Source: an optimization exercise on an open RTL-to-GDS flow (aim: small area). Production flows keep margins and buffers that such runs may drop.
Only simulation tests tie the RTL to the original design; equivalence was not proved.
No activity file was given, so power comes from the tool's default toggle rates.

Setup of violet:
==> flow/design.v <==
module ric (
    input  wire        clk,
    input  wire        rst,
    input  wire        cmd_valid,
    output wire        cmd_ready,
    input  wire [3:0]  cmd_op,
    input  wire [8:0]  cmd_arg,
    output wire        rsp_valid,
    output wire        rsp_err,
    output wire [7:0]  rsp_ecode,
    output wire [63:0] rsp_cnt0,
    output wire [31:0] rsp_cnt1,
    output wire [15:0] rsp_cnt2,
    output wire [18:0] rsp_status,
    output wire [8:0]  rsp_mode,
    output wire [1:0]  rsp_snap,
    output wire [1:0]  rsp_pins,
    output wire        bus_req,
    output wire        bus_we,
    output wire [6:0]  bus_addr,
    output wire [3:0]  bus_len,
    output wire [7:0]  bus_wdata,
    input  wire        bus_rvalid,
    input  wire [7:0]  bus_rdata,
    input  wire        bus_done,
    input  wire        bus_err,
    input  wire [7:0]  bus_ecode
);
    reg [8:0]  mode_q;
    reg [1:0]  snap_q;       
    reg [1:0]  act_q;
    reg [1:0]  kind_q;       
    reg [1:0]  aux_q;        
    reg        pend_q;       
    reg        reqq_q;       
    reg [55:0] sh_q;
    wire       acc      = cmd_valid;
    wire [3:0] op       = cmd_op;
    wire       op_nobus = (op == 4'd0) || (op > 4'd5);
    wire       op_rc    = op[1] & ~op[0];             
    wire       op_rs    = op[2] & op[0];              
    wire       op_ins   = (op[1] & op[0]) | (op[2] & ~op[0]);    
    wire       op_sp    = op[1] & op[0];              
    wire       op_we    = op[0] ^ op[2];              
    wire       w_cfg    = ~op[1] & ~op[2];            
    wire       w_res    = op[2];                      
    wire [2:0] tag = mode_q[2:0];
    reg [3:0] len;
    always @(*) begin
        case (tag)
            3'd0: len = 4'd4;
            3'd1: len = 4'd7;
            3'd2: len = 4'd7;
            3'd3: len = 4'd3;
            3'd4: len = 4'd5;
            3'd5: len = 4'd7;
            3'd6: len = 4'd5;
            default: len = 4'd8;
        endcase
    end
    wire       not3 = ~(tag == 3'd7);
    wire [7:0] cfg = {not3 & mode_q[6], not3 & mode_q[4], mode_q[7], mode_q[5],
                      mode_q[3], tag};
    wire rs_more = (kind_q == 2'd3) & ~aux_q[1];    
    assign bus_req   = (acc & ~op_nobus) | reqq_q;
    assign bus_we    = ~reqq_q & op_we;
    assign bus_addr  = {reqq_q | op_rs,
                        ~reqq_q & op_ins,
                        ~reqq_q & op_ins,
                        reqq_q | op_rc | op_rs,
                        1'b0,
                        reqq_q & aux_q[1],
                        reqq_q & aux_q[0]};
    assign bus_len   = (~reqq_q & op_rc) ? len : 4'd1;
    assign bus_wdata = {w_cfg & cfg[7],
                        w_cfg ? cfg[6] : (w_res ? act_q[1] : cmd_arg[1]),
                        w_cfg ? cfg[5] : (w_res ? act_q[0] : cmd_arg[0]),
                        w_cfg & cfg[4],
                        w_cfg & cfg[3],
                        w_cfg ? cfg[2:0] : (w_res ? cmd_arg[2:0] : 3'b000)};
    wire ok = bus_done & ~bus_err;
    assign cmd_ready = 1'b1;
    assign rsp_valid = pend_q | (bus_done & (bus_err | ~rs_more));
    assign rsp_err   = bus_done & bus_err;
    assign rsp_ecode = bus_ecode;
    assign rsp_mode  = mode_q;
    assign rsp_snap  = snap_q;
    assign rsp_pins  = act_q;
    wire ge24 = ~((tag == 3'd3) | (tag == 3'd6) | (tag == 3'd7));
    wire ge32 = (tag == 3'd2) | (tag == 3'd4) | (tag == 3'd5);
    wire ge48 = (tag == 3'd2);
    wire sign0 = ge48 ? sh_q[55] : ge32 ? sh_q[39] : ge24 ? sh_q[31] : sh_q[23];
    assign rsp_cnt0[15:0]  = sh_q[23:8];
    assign rsp_cnt0[23:16] = ge24 ? sh_q[31:24] : {8{sign0}};
    assign rsp_cnt0[31:24] = ge32 ? sh_q[39:32] : {8{sign0}};
    assign rsp_cnt0[47:32] = ge48 ? sh_q[55:40] : {16{sign0}};
    assign rsp_cnt0[63:48] = {16{sign0}};
    wire sign1 = tag[1] ? sh_q[39] : sh_q[55];
    assign rsp_cnt1[15:0]  = tag[1] ? sh_q[39:24] : tag[2] ? sh_q[55:40] : sh_q[47:32];
    assign rsp_cnt1[23:16] = (~tag[1] & ~tag[2]) ? sh_q[55:48] : {8{sign1}};
    assign rsp_cnt1[31:24] = {8{sign1}};
    assign rsp_cnt2 = sh_q[55:40];
    assign rsp_status = {
        sh_q[8],     
        sh_q[9],     
        sh_q[16],    
        sh_q[10],    
        sh_q[11],    
        sh_q[12],    
        sh_q[17],    
        sh_q[18],    
        sh_q[19],    
        sh_q[20],    
        sh_q[5],     
        sh_q[7],     
        sh_q[6],     
        sh_q[13],    
        sh_q[15],    
        sh_q[14],    
        sh_q[21],    
        sh_q[23],    
        sh_q[22]     
    };
    wire       a_nch1 = (cmd_arg[2:0] == 3'd0) | (cmd_arg[2:0] == 3'd2) |
                        (cmd_arg[2:0] == 3'd3) | (cmd_arg[2:0] == 3'd4);
    wire       a_nch3 = (cmd_arg[2:0] == 3'd7);
    wire [8:0] mode_new = {a_nch3 ? cmd_arg[8:7] : 2'b00,
                           a_nch1 ? 2'b00 : cmd_arg[6:5],
                           cmd_arg[4:0]};
    always @(posedge clk) begin
        if (rst) begin
            mode_q <= 9'b0_0000_0010;    
            snap_q <= 2'b00;
            act_q  <= 2'b00;
        end else begin
            if (acc && op == 4'd0)
                mode_q <= mode_new;
            if (ok && kind_q == 2'd1)
                snap_q <= ~sh_q[7:6];
            else if (ok && kind_q == 2'd3 && aux_q[1])
                snap_q <= sh_q[12:11];
            if (ok && kind_q == 2'd2)
                act_q <= aux_q;
        end
    end
    always @(posedge clk) begin
        pend_q <= acc & op_nobus;
        reqq_q <= ok & rs_more;
        if (acc) begin
            kind_q <= {op_sp | op_rs, op_rc | op_rs};
            aux_q  <= op_sp ? cmd_arg[1:0] : 2'b00;
        end else if (bus_done) begin
            aux_q  <= aux_q + 2'd1;
        end
        if (bus_rvalid)
            sh_q <= {sh_q[47:0], bus_rdata};
    end
endmodule
Settings: LEC_CHECK=0, CAP_MARGIN=20, CORE_MARGIN=2, CORE_UTILIZATION=40, SLEW_MARGIN=20; clock period 10.0 ns.
standard.sh (not shown) runs the stock make flow with config.mk's settings and CLKGATE_MAP_FILE= SYNTH_SCRIPT=/design/flow/synth_recipe.tcl, a recipe that flattens the netlist after the stock synthesis.
==> flow/flow/run.sh <==
#!/bin/bash
set -euo pipefail
export BUFFER_PORTS_ARGS="-buffer_cell sky130_fd_sc_hd__buf_1"
export CTS_ARGS="-sink_clustering_enable -repair_clock_nets -dont_use_dummy_load -sink_clustering_size 30 -sink_clustering_max_diameter 80 -buf_list {sky130_fd_sc_hd__clkbuf_8 sky130_fd_sc_hd__clkbuf_16}"
bash standard.sh finish > standard_make.log 2>&1
## Diff of input files: yarrow against violet
# violet
export LEC_CHECK = 0
export CAP_MARGIN = 20
export CORE_MARGIN = 2
export CORE_UTILIZATION = 40
export SLEW_MARGIN = 20
create_clock -name core_clock -period 10.0 [get_ports {clk}]
# yarrow
export LEC_CHECK = 0
export CAP_MARGIN = 20
export CORE_MARGIN = 2
export CORE_UTILIZATION = 40
export CTS_BUF_LIST = sky130_fd_sc_hd__clkbuf_4 sky130_fd_sc_hd__clkbuf_8
export SLEW_MARGIN = 20
create_clock -name core_clock -period 10.0 [get_ports {clk}]
==> flow/flow/run.sh <==
#!/bin/bash
set -euo pipefail
export BUFFER_PORTS_ARGS="-buffer_cell sky130_fd_sc_hd__buf_1"
bash standard.sh finish > standard_make.log 2>&1
--- outcome ---
Compared with violet, in yarrow peak supply drop increased by 0.0042 mV relative to the old numbers, final area increased by about 2.6% relative to the old numbers, total detailed-routing wirelength increased by about 0.46% relative to the old numbers, post-CTS clock slew at the launch and capture registers of the worst setup and hold paths closely matched the old numbers, post-route worst hold slack closely matched the old numbers.
The wire length of the first global-routing pass was comparable across yarrow and violet.
Summary of yarrow over violet: clock period minus final worst setup slack went up by 9.4 ps; fraction of power consumed by the clock network rose 10 points.

* * *

// ric: RTL as listed in full above, without the edits since
clock: 10.0 ns
lec_check: 0
cap_margin: 20
core_margin: 2
core_utilization: 40
slew_margin: 20
==> flow/flow/run.sh <==
#!/bin/bash
set -euo pipefail
export BUFFER_PORTS_ARGS="-buffer_cell sky130_fd_sc_hd__buf_1"
export CTS_ARGS="-sink_clustering_enable -repair_clock_nets -dont_use_dummy_load -buf_list {sky130_fd_sc_hd__clkbuf_4 sky130_fd_sc_hd__clkbuf_8}"
bash standard.sh finish > standard_make.log 2>&1
The baseline passed the timing, DRC and antenna checks.
Edit:
==> flow/flow/run.sh (replaced) <==
#!/bin/bash
# The standard layout, with three changes:
#  - after the standard synthesis, the combinational logic is mapped again
#    for area (remap.tcl); the registers are left exactly as synthesized;
#  - ports are buffered with the smallest buffer;
#  - CTS adds no dummy loads.
set -euo pipefail
WORK=$(pwd)
RES=$WORK/orfs/results/$FLOW_PLATFORM/ric/base
LOGS=$WORK/orfs/logs/$FLOW_PLATFORM/ric/base
export BUFFER_PORTS_ARGS="-buffer_cell sky130_fd_sc_hd__buf_1"
export CTS_ARGS="-sink_clustering_enable -repair_clock_nets -dont_use_dummy_load -buf_list {sky130_fd_sc_hd__clkbuf_8}"

bash standard.sh synth > log_standard_synth.txt 2>&1

# the abc call of the standard synthesis gives the don't-use list
export REMAP_DONT_USE="$(grep -m1 '^abc -script' $LOGS/1_2_yosys.log | grep -oE -- '-dont_use [^ ]+' | tr '\n' ' ')"
export REMAP_LIB=$FLOW_HOME/platforms/$FLOW_PLATFORM/lib/sky130_fd_sc_hd__tt_025C_1v80.lib
export REMAP_ABC=$WORK/flow/area.abc
export REMAP_IN=$WORK/standard_1_2_yosys.v
export REMAP_OUT=$WORK/remapped_1_2_yosys.v
cp $RES/1_2_yosys.v $REMAP_IN
yosys -c $WORK/flow/remap.tcl > log_remap.txt 2>&1
cp $REMAP_OUT $RES/1_2_yosys.v
rm -f $RES/1_synth.odb $RES/1_synth.sdc

bash standard.sh finish > log_standard_finish.txt 2>&1
==> flow/flow/area.abc (new file) <==
strash
dch -f
map -a
mfs2 -W 4 -M 5000
strash
dch -f
map -a
mfs2 -W 4 -M 5000
strash
dch -f
map -a
topo
==> flow/flow/remap.tcl (new file) <==
# Re-map the combinational logic of the standard synthesis netlist for area.
# Registers are kept exactly as they are: same instances, names and cell types.
yosys -import
set lib $::env(REMAP_LIB)
read_liberty -overwrite -setattr liberty_cell -ignore_miss_func -ignore_miss_dir $lib
read_verilog -overwrite $::env(REMAP_IN)
hierarchy -top $::env(FLOW_TOP)
# every sequential cell stays an instance; the rest is flattened into gates
setattr -mod -set keep_hierarchy 1 *__*df* *__*dl* *__conb*
flatten
opt_clean -purge
opt -fast
abc -script $::env(REMAP_ABC) -liberty $lib {*}$::env(REMAP_DONT_USE)
opt_clean -purge
splitnets
opt_clean -purge
hilomap -singleton -hicell sky130_fd_sc_hd__conb_1 HI -locell sky130_fd_sc_hd__conb_1 LO
insbuf -buf sky130_fd_sc_hd__buf_4 A X
setattr -mod -set blackbox 1 A:liberty_cell
stat -liberty $lib
check
write_verilog -noattr -nohex -nodec $::env(REMAP_OUT)
--- a/flow/config.mk
+++ b/flow/config.mk
@@ -8,4 +8,5 @@
 export CAP_MARGIN = 20
 export CORE_MARGIN = 2
-export CORE_UTILIZATION = 40
+export CORE_UTILIZATION = 70
+export PLACE_DENSITY = 0.75
 export SLEW_MARGIN = 20
The changed run finished clean.
Combinational power is lower by about 4%.
Area after synthesis went down by 6.6%.
Fmax decreases by 0.91%.
Non-clock buffer count goes up by 1.
Cell count goes down by 7.8%.
Worst setup slack is worse by 49 ps.
Edit:
==> flow/run.sh (new file) <==
#!/bin/bash
# synth_recipe.tcl (not shown) runs the flow's synth.tcl, then flattens the netlist and writes it again
# the make line also repeats each setting of config.mk as NAME=value (left out here)
make -C /OpenROAD-flow-scripts/flow DESIGN_CONFIG=/design/flow/config.mk WORK_HOME=/design/flow/orfs CLKGATE_MAP_FILE= SYNTH_SCRIPT=/design/flow/synth_recipe.tcl finish
--- a/flow/config.mk
+++ b/flow/config.mk
@@ -8,5 +8,4 @@
 export CAP_MARGIN = 20
 export CORE_MARGIN = 2
-export CORE_UTILIZATION = 70
-export PLACE_DENSITY = 0.75
+export CORE_UTILIZATION = 40
 export SLEW_MARGIN = 20
removed: flow/flow/run.sh
removed: flow/flow/area.abc
removed: flow/flow/remap.tcl
removed: flow/standard.sh
Result: The changed run passed the timing, DRC and antenna checks; register-to-register slack improves by 180 ps; power came out higher by a quarter to a third; sequential share of layout area came out lower by 14 points; hold slack improves by 7.8 ps; sequential power came out higher slightly.

-- static timing again, ports no longer ideal --
No port has a modelled driver above. Below, the same layouts with a new extraction and two added sets of constraints. Step 1 assumes that a clkbuf_16 drives the clock port and a buf_2 every other input. Step 2 also shifts input and output timing later by t, the mid clock arrival at the registers, as if the neighbouring blocks saw the same clock. Slacks: ideal / step 1 / step 2; pairs: ideal / step 1.
run	shift t [ns]	setup slack, ns	clock arrival spread, ns
violet	0.354	4.681 / 4.656 / 4.656	0.025 / 0.025
yarrow	0.363	4.672 / 4.647 / 4.647	0.011 / 0.011
the first run of note 2	0.354	4.681 / 4.656 / 4.656	0.025 / 0.025
the second run of note 2	0.356	4.632 / 4.602 / 4.823	0.021 / 0.021
the third run of note 2	0.375	3.915 / 3.886 / 3.886	0.012 / 0.012
After both steps setup and hold are still met in every run listed. The setup slack of the third run of note 2, which loses most, moves by -0.029 ns with the drivers and by -0.029 ns with both steps.
